Background: an optimization exercise with open tools, aiming at small area, a short achievable clock period and few clock cycles. Do not read the settings as production practice.
Function was checked by simulation only, so behaviour that the tests miss may differ from the original.

==> flow/design.v <==
module crc16_blk (
    input  wire [15:0] crc_in,
    input  wire [63:0] blk,
    input  wire [2:0]  m,
    output reg  [15:0] crc_out
);
    function [15:0] fwd_bit;            
        input [15:0] c;
        input        b;
        begin
            fwd_bit = (c[15] ^ b) ? ({c[14:0], 1'b0} ^ 16'h8005) : {c[14:0], 1'b0};
        end
    endfunction
    function [15:0] inv_bit;            
        input [15:0] c;
        begin
            inv_bit = c[0] ? ({1'b1, c[15:1]} ^ 16'h4002) : {1'b0, c[15:1]};
        end
    endfunction
    function [15:0] inv_bytes;
        input [15:0] c;
        input integer nb;
        integer i;
        begin
            inv_bytes = c;
            for (i = 0; i < 8 * nb; i = i + 1)
                inv_bytes = inv_bit(inv_bytes);
        end
    endfunction
    reg [63:0] masked;
    reg [15:0] full;
    integer j;
    always @(*) begin
        for (j = 0; j < 8; j = j + 1)
            masked[63-8*j -: 8] = (j < 8 - m) ? blk[63-8*j -: 8] : 8'h00;
        full = crc_in;
        for (j = 63; j >= 0; j = j - 1)
            full = fwd_bit(full, masked[j]);
        case (m)
        3'd0: crc_out = full;
        3'd1: crc_out = inv_bytes(full, 1);
        3'd2: crc_out = inv_bytes(full, 2);
        3'd3: crc_out = inv_bytes(full, 3);
        3'd4: crc_out = inv_bytes(full, 4);
        3'd5: crc_out = inv_bytes(full, 5);
        3'd6: crc_out = inv_bytes(full, 6);
        default: crc_out = inv_bytes(full, 7);
        endcase
    end
endmodule
module frm_unpack (
    input  wire        clk,
    input  wire        rst,
    input  wire        start,
    input  wire [7:0]  exp_ft,
    input  wire [7:0]  exp_sub,
    input  wire [15:0] exp_cmd,      
    input  wire [7:0]  exp_dlen,
    input  wire [8:0]  nframes,
    output wire        idle,
    input  wire        fr_valid,
    output wire        fr_ready,
    input  wire [28:0] fr_id,
    input  wire [3:0]  fr_len,
    input  wire [63:0] fr_data,      
    output reg         pb_valid,
    output reg  [3:0]  pb_count,
    output reg  [63:0] pb_data,      
    output reg         done,
    output reg  [7:0]  status,
    output reg  [7:0]  subcode,
    output reg  [8:0]  diag_frame,
    output reg  [15:0] diag_exp,
    output reg  [15:0] diag_act
);
    localparam [7:0] RESPONDER_ID = 8'h01;
    localparam [7:0] ST_OK       = 8'h00;
    localparam [7:0] ST_FRAMING  = 8'h02;
    localparam [7:0] ST_CHECKSUM = 8'h03;
    localparam [7:0] ST_HEADER   = 8'h04;
    localparam [2:0] FE_FCNT      = 3'd1;
    localparam [2:0] FE_FTYPE     = 3'd2;
    localparam [2:0] FE_SRC       = 3'd3;
    localparam [2:0] FE_DST       = 3'd4;
    localparam [2:0] FE_NO_FRAMES = 3'd5;
    localparam [2:0] FE_BAD_LEN   = 3'd6;
    localparam [7:0] HE_FRAME_TYPE = 8'h01;
    localparam [7:0] HE_COMMAND_ID = 8'h02;
    localparam [7:0] HE_LENGTH     = 8'h03;
    reg        busy;         
    reg [7:0]  op_ft;
    reg [7:0]  op_sub;
    reg [15:0] op_cmd;
    reg [7:0]  op_dlen;
    reg        op_multi;     
    reg [8:0]  idx;          
    reg [8:0]  rem;          
    reg [15:0] hold;         
    reg [2:0]  acc;          
    reg [15:0] crc;          
    reg [7:0]  hdr_ft;
    reg [15:0] hdr_cmd;
    reg [7:0]  hdr_dlen;
    reg        fe;
    reg [2:0]  fe_sub;
    reg [7:0]  fe_act;
    assign idle     = ~busy;
    assign fr_ready = busy;
    wire [7:0] id_src   = fr_id[28:21];
    wire [7:0] id_dst   = fr_id[20:13];
    wire       id_ftype = fr_id[12];
    wire [7:0] id_fcnt  = fr_id[11:4];
    reg        chk_err;
    reg [2:0]  chk_sub;
    reg [7:0]  chk_act;
    always @(*) begin
        chk_err = 1'b1;
        chk_sub = 3'd0;
        chk_act = 8'd0;
        if ({1'b0, id_fcnt} != rem) begin
            chk_sub = FE_FCNT;
            chk_act = id_fcnt;
        end else if (id_ftype != op_multi) begin
            chk_sub = FE_FTYPE;
            chk_act = {7'd0, id_ftype};
        end else if (id_src != RESPONDER_ID) begin
            chk_sub = FE_SRC;
            chk_act = id_src;
        end else if (id_dst != op_sub) begin
            chk_sub = FE_DST;
            chk_act = id_dst;
        end else if (fr_len == 4'd0 || fr_len > 4'd8) begin
            chk_sub = FE_BAD_LEN;
            chk_act = {4'd0, fr_len};
        end else begin
            chk_err = 1'b0;
        end
    end
    wire [79:0] cat = {hold, fr_data};
    wire [2:0]  m   = 3'd0 - fr_len[2:0];    
    wire [15:0] crc_next;
    crc16_blk u_crc (
        .crc_in  (crc),
        .blk     (cat[79:16]),
        .m       (m),
        .crc_out (crc_next)
    );
    reg [15:0] hold_next;
    always @(*) begin
        case (fr_len[2:0])
        3'd1: hold_next = cat[71:56];
        3'd2: hold_next = cat[63:48];
        3'd3: hold_next = cat[55:40];
        3'd4: hold_next = cat[47:32];
        3'd5: hold_next = cat[39:24];
        3'd6: hold_next = cat[31:16];
        3'd7: hold_next = cat[23:8];
        default: hold_next = cat[15:0];
        endcase
    end
    wire [4:0] acc_sum  = {2'd0, acc} + {1'b0, fr_len};
    wire [2:0] acc_next = (acc_sum > 5'd6) ? 3'd6 : acc_sum[2:0];
    wire [2:0] pb_skip = 3'd6 - acc;
    reg [63:0] pb_shift;
    always @(*) begin
        case (pb_skip)
        3'd0: pb_shift = cat[79:16];
        3'd1: pb_shift = cat[71:8];
        3'd2: pb_shift = cat[63:0];
        3'd3: pb_shift = {cat[55:0], 8'd0};
        3'd4: pb_shift = {cat[47:0], 16'd0};
        3'd5: pb_shift = {cat[39:0], 24'd0};
        default: pb_shift = {cat[31:0], 32'd0};
        endcase
    end
    wire [4:0] pb_num = {1'b0, fr_len} - {2'd0, pb_skip};
    function [7:0] fbyte;
        input [63:0] d;
        input [2:0]  i;
        begin
            fbyte = d[63 - 8 * i -: 8];
        end
    endfunction
    wire take = busy & fr_valid;
    always @(posedge clk) begin
        if (rst) begin
            busy     <= 1'b0;
            done     <= 1'b0;
            pb_valid <= 1'b0;
        end else begin
            done     <= 1'b0;
            pb_valid <= 1'b0;
            if (!busy) begin
                if (start) begin
                    op_ft    <= exp_ft;
                    op_sub   <= exp_sub;
                    op_cmd   <= exp_cmd;
                    op_dlen  <= exp_dlen;
                    op_multi <= (nframes > 9'd1);
                    idx      <= 9'd0;
                    rem      <= nframes - 9'd1;
                    hold     <= 16'd0;
                    acc      <= 3'd0;
                    crc      <= 16'd0;
                    fe       <= 1'b1;
                    fe_sub   <= FE_NO_FRAMES;
                    fe_act   <= 8'd0;
                    if (nframes == 9'd0)
                        done <= 1'b1;
                    else
                        busy <= 1'b1;
                end
            end else if (fr_valid) begin
                if (chk_err) begin
                    busy   <= 1'b0;
                    done   <= 1'b1;
                    fe_sub <= chk_sub;
                    fe_act <= chk_act;
                end else begin
                    crc  <= crc_next;
                    hold <= hold_next;
                    acc  <= acc_next;
                    if (acc == 3'd0)
                        hdr_ft <= fr_data[63:56];
                    if (acc <= 3'd1 && acc_sum > 5'd1)
                        hdr_cmd[15:8] <= fbyte(fr_data, 3'd1 - acc);
                    if (acc <= 3'd2 && acc_sum > 5'd2)
                        hdr_cmd[7:0] <= fbyte(fr_data, 3'd2 - acc);
                    if (acc <= 3'd3 && acc_sum > 5'd3)
                        hdr_dlen <= fbyte(fr_data, 3'd3 - acc);
                    if (!pb_num[4] && pb_num != 5'd0) begin
                        pb_valid <= 1'b1;
                        pb_count <= pb_num[3:0];
                        pb_data  <= pb_shift;
                    end
                    if (rem == 9'd0) begin
                        busy <= 1'b0;
                        done <= 1'b1;
                        fe   <= 1'b0;
                    end else begin
                        idx <= idx + 9'd1;
                        rem <= rem - 9'd1;
                    end
                end
            end
        end
    end
    always @(*) begin
        diag_frame = idx;
        diag_exp   = 16'd0;
        diag_act   = 16'd0;
        subcode    = 8'h00;
        if (fe) begin
            status   = ST_FRAMING;
            subcode  = {5'd0, fe_sub};
            diag_act = {8'd0, fe_act};
            case (fe_sub)
            FE_FCNT:  diag_exp = {7'd0, rem};
            FE_FTYPE: diag_exp = {15'd0, op_multi};
            FE_SRC:   diag_exp = {8'd0, RESPONDER_ID};
            FE_DST:   diag_exp = {8'd0, op_sub};
            FE_NO_FRAMES: diag_exp = 16'd1;
            default:  diag_exp = 16'd8;
            endcase
        end else if (acc < 3'd2) begin
            status   = ST_FRAMING;
            subcode  = 8'h07;
            diag_exp = 16'd2;
            diag_act = {13'd0, acc};
        end else if (crc != hold) begin
            status   = ST_CHECKSUM;
            diag_exp = crc;
            diag_act = hold;
        end else if (acc < 3'd3 || hdr_ft != op_ft) begin
            status   = ST_HEADER;
            subcode  = HE_FRAME_TYPE;
            diag_exp = {8'd0, op_ft};
            diag_act = (acc < 3'd3) ? 16'd0 : {8'd0, hdr_ft};
        end else if (acc < 3'd5 || hdr_cmd != op_cmd) begin
            status   = ST_HEADER;
            subcode  = HE_COMMAND_ID;
            diag_exp = op_cmd;
            diag_act = (acc < 3'd5) ? 16'd0 : hdr_cmd;
        end else if (acc < 3'd6 || hdr_dlen != op_dlen) begin
            status   = ST_HEADER;
            subcode  = HE_LENGTH;
            diag_exp = {8'd0, op_dlen};
            diag_act = (acc < 3'd6) ? 16'd0 : {8'd0, hdr_dlen};
        end else begin
            status   = ST_OK;
        end
    end
endmodule
==> flow/run.sh <==
#!/bin/bash
# synth_recipe.tcl (not shown) runs the flow's synth.tcl, then flattens the netlist and writes it again
# the make line also repeats each setting of config.mk as NAME=value (left out here)
make -C /OpenROAD-flow-scripts/flow DESIGN_CONFIG=/design/flow/config.mk WORK_HOME=/design/flow/orfs CLKGATE_MAP_FILE= SYNTH_SCRIPT=/design/flow/synth_recipe.tcl finish
==> flow/config.mk <==
export PLATFORM = sky130hd
export DESIGN_NAME = frm_unpack
export DESIGN_NICKNAME = frm_unpack
export VERILOG_FILES = /design/flow/design.v
export SDC_FILE = /design/flow/constraint.sdc
export NUM_CORES = 4
export LEC_CHECK = 0
export CAP_MARGIN = 20
export CORE_MARGIN = 2
export CORE_UTILIZATION = 40
export PLACE_DENSITY = 0.6
export SLEW_MARGIN = 20
==> flow/constraint.sdc <==
create_clock -name core_clock -period 10.0 [get_ports {clk}]
set_input_delay 2.0000 -clock core_clock [delete_from_list [all_inputs] [get_ports {clk}]]
set_output_delay 2.0000 -clock core_clock [all_outputs]
set_load 0.01 [all_outputs]
==> impl_metrics.ini <==
[outcome]
outcome = finished clean

[clock_network]
cts_tree = built
cts_buffers = 26
clkTransAtPathRegs_ns = 0.06
cts_setup_buffers = 0
cts.hold.buffers_added = 0
cts_resized = 0
clk-insertion-delay-late_ns = 0.56
htreeDepth = 1
clock-sinks = 209
root_buffer = clkbuf_16
clock_path_buffers = 3

[cells_and_area]
layout-drive-gt1-share_pct = 12.0
areaGrowthSynthToFinish_pct = 20.9
n_fill_cell = 4409
fin_cells = 2793
utilization_pct = 49.0
design_area_sq_um = 23300
nets = 2341

[placement]
gp_congestion = 0.941
hpwlAfterDp_mm = 56.5
portBuffers = 264
placed_area_sq_um = 22500
dp.cells = 2742

[routing]
drc = 0
initialDrtViolationCount = 2935
vias_per_cell = 6.45
dr.pass1.iters = 13
vias = 18000
drt_wl_total_mm = 80.0
routedWlPerCell_microns = 28.7
ant_nets = 0

[floorplan]
die_height_microns = 224
die-area_sq_um = 50000
rows = 80
initial_core_util_pct = 40.5
dieWidth_microns = 224
core_sq_um = 47600
ios = 279

[min_path]
hold_class = register to register
min_path_cells = 1

[setup_path]
r2r_cells = 12
crit_chain = clkdlybuf4s50_1 -> inv_1 -> ha_1 -> ha_1 -> ha_1 -> nand2b_1 -> o21ai_1 -> a221oi_1 -> xnor2_1 -> xnor2_2 -> xnor3_1 -> xnor3_1 -> xor3_2 -> xnor2_1 -> xnor2_2 -> xor2_1 -> a221oi_1 -> a221oi_1
arrival_ns = 9.25
cp-start-kind = primary input
cp_slowest_cell = clkdlybuf4s50_1
critPathTopFamily = XOR/XNOR gates
end_kind = register
path_buf_inv = 2
cp_slowest_stage_delay_ns = 0.76
critical_path_class = primary input to register
required_ns = 10.32
critical_path.max_fanout = 17
cp_num_cells = 18

[synthesis]
syn_inst = 2000
async_flop_share_pct = 0
avgSynthCellArea_sq_um = 9.65
ys.flop_type = edfxtp_1
ys_seq_area_share_pct = 32.4
synth_edf_count = 206
yosysUniqueCellTypes = 80
ys_warn_count = 2
ys_ff_latch = 209
netlist_area_sq_um = 19300

[global_routing]
grt_max_degree = 67
antenna_found_initial = 3
first_global_vias = 17100
grt_overflow = 0
grt_usage_pct = 30.9
grt_pass1_wl_mm = 115

[sta]
setup_viol = 0
period_share_pct = 89.3
relSlewSlack_pct = 26.0
slew_violations = 0
worstMarginPinSlew_ns = 1.10
setup-tns-final_ns = 0
hold_viol = 0
max_freq_mhz = 112
finClkSkew_ns = 0.0275
min_period_ns = 8.93
grt_setup_unrepaired = false

[flow_run]
cap_violations = 0
==> registers in the layout (all words and copies together), names as in the netlist, 3 cells and up <==
signal	cells
fe_act	8
hold	16
op_sub	8
pb_count	4
crc	16
fe_sub	3
hdr_dlen	8
pb_data	64
op_dlen	8
op_ft	8
hdr_cmd	16
idx	9
hdr_ft	8
op_cmd	16
rem	9
acc	3
==> stage by stage <==
step                setup WS (ns)  hold WS, ns
finish                       1.07        0.642
global route                0.757        0.679
CTS                          1.31        0.649
detailed placement          0.778        0.640
global placement            0.885        0.625
floorplan                   0.951        0.640
==> cell families (layout without fill, tap and decap cells) <==
family / Yosys count / count (layout) / share of synthesized area [%]
AO/OA/AOI/OAI: 563 / 563 / 20.8
adder cells (fa/ha/maj): 35 / 35 / 2.33
other: 1 / 12 / 0.0194
XOR/XNOR: 356 / 356 / 20.6
AND/OR/NAND/NOR: 498 / 498 / 11.8
buffers and inverters: 240 / 407 / 4.99
flip-flops: 209 / 209 / 32.4
multiplexers: 98 / 98 / 7.07
==> Yosys cell counts, types with 12 or more instances <==
library cell,count,area (sq um)
o221ai_1,19,166
nor2_1,126,473
a22oi_1,85,638
nand3_1,28,140
xor2_1,102,893
a221oi_1,37,324
a222oi_1,68,681
a22o_1,18,158
nand2_1,211,792
a31oi_1,36,225
buf_4,13,97.6
a21boi_0,12,90.1
nor2b_1,17,106
nor3_1,14,70.1
xnor2_2,18,293
xnor3_1,32,721
nand2b_1,13,81.3
buf_1,18,67.6
o21ai_0,93,465
ha_1,32,400
a21oi_1,104,521
mux2_2,63,709
o211ai_1,12,90.1
inv_1,25,93.8
mux4_2,24,541
o21ai_1,12,60.1
clkbuf_1,177,664
a41oi_1,16,140
and3_1,12,75.1
edfxtp_1,206,6190
nor4_1,16,100
xnor2_1,185,1620
==> metal layers <==
layer	vias up	track usage [%]	share of wire, %
met5	-	0	0.016
met4	2	13.4	4.9
met3	236	5.84	11
met2	1233	49.0	46
met1	8752	41.2	38
li1	7802	-	-
==> cell type report <==
type / count / area (sq um) / share of cell area (%)
clock inverter: 19 / 146 / 0.627
antenna: 2 / 5.00 / 0.0215
timing repair buffer: 333 / 3180 / 13.6
multi-input combinational: 1560 / 12200 / 52.4
sequential: 209 / 6250 / 26.8
clock buffer: 28 / 658 / 2.82
inverter: 27 / 101 / 0.434
tap: 615 / 769 / 3.30
==> layout by cell type (no fill, tap or decap), drive strengths merged, types with 11 or more instances in the layout <==
cell	synthesis	routed
a41oi	16	16
nor2	126	126
nand2	212	212
ha	32	32
clkinv	1	13
mux2	63	63
o221ai	19	19
a21boi	12	12
nand2b	13	13
nor3b	12	12
a31oi	36	36
a22oi	85	85
a221oi	37	37
edfxtp	206	206
xnor2	206	206
a21oi	104	104
inv	26	27
nor4	16	16
and2	11	11
nand3	28	28
o211ai	12	12
a22o	18	18
mux4	24	24
and3	12	12
clkbuf	177	29
nor2b	17	17
o21ai	106	106
xnor3	36	36
xor2	104	104
clkdlybuf4s50	0	264
nor3	14	14
mux2i	11	11
a222oi	68	68
buf	36	68
==> worst paths after layout <==
path                            slack [ns]       from      to
worst min register to register        0.64     idx[0]  idx[0]
worst max-delay path                  1.07  fr_len[1]  crc[0]
worst min-delay path                  0.64     idx[0]  idx[0]
worst max register to register        4.43   hold[15]  crc[0]
==> worst reg2reg max path, cell delays in order, from the launching register on <==
cell      delay (ns)
edfxtp_1        0.71
o21ai_1         0.24
a221oi_1        0.56
xnor2_1         0.25
xnor2_2         0.29
xnor3_1         0.44
xnor3_1         0.53
xor3_2          0.49
xnor2_1         0.56
xnor2_2         0.24
xor2_1          0.38
a221oi_1        0.16
a221oi_1        0.46
Testbench counts, summed over its fixed seeds: cycles 12,356.

[re-timing with driven ports]
In the flow no input, the clock included, has a driving cell. The finished layout below was timed again as built, in two steps. Step 1 (the two cells are an assumption about what drives the block):
set clk [get_ports {clk}]
set_driving_cell -lib_cell sky130_fd_sc_hd__clkbuf_16 $clk
set_driving_cell -lib_cell sky130_fd_sc_hd__buf_2 [delete_from_list [all_inputs] $clk]
Step 2, shift: input delay + t, output delay - t, t = (earliest + latest rising clock arrival at the registers) / 2. This alone moves slack from input paths to output paths. Three values: ideal, step 1, step 2; two values: the first two.
t, ns: 0.608
setup WS [ns]: 1.067 / 1.047 / 0.439
worst data-port slew with drivers (ns): 0.10
After both steps setup and hold are still met in this run. For this run, drivers alone change the setup slack by -0.020 ns; drivers and shift together by -0.628 ns.
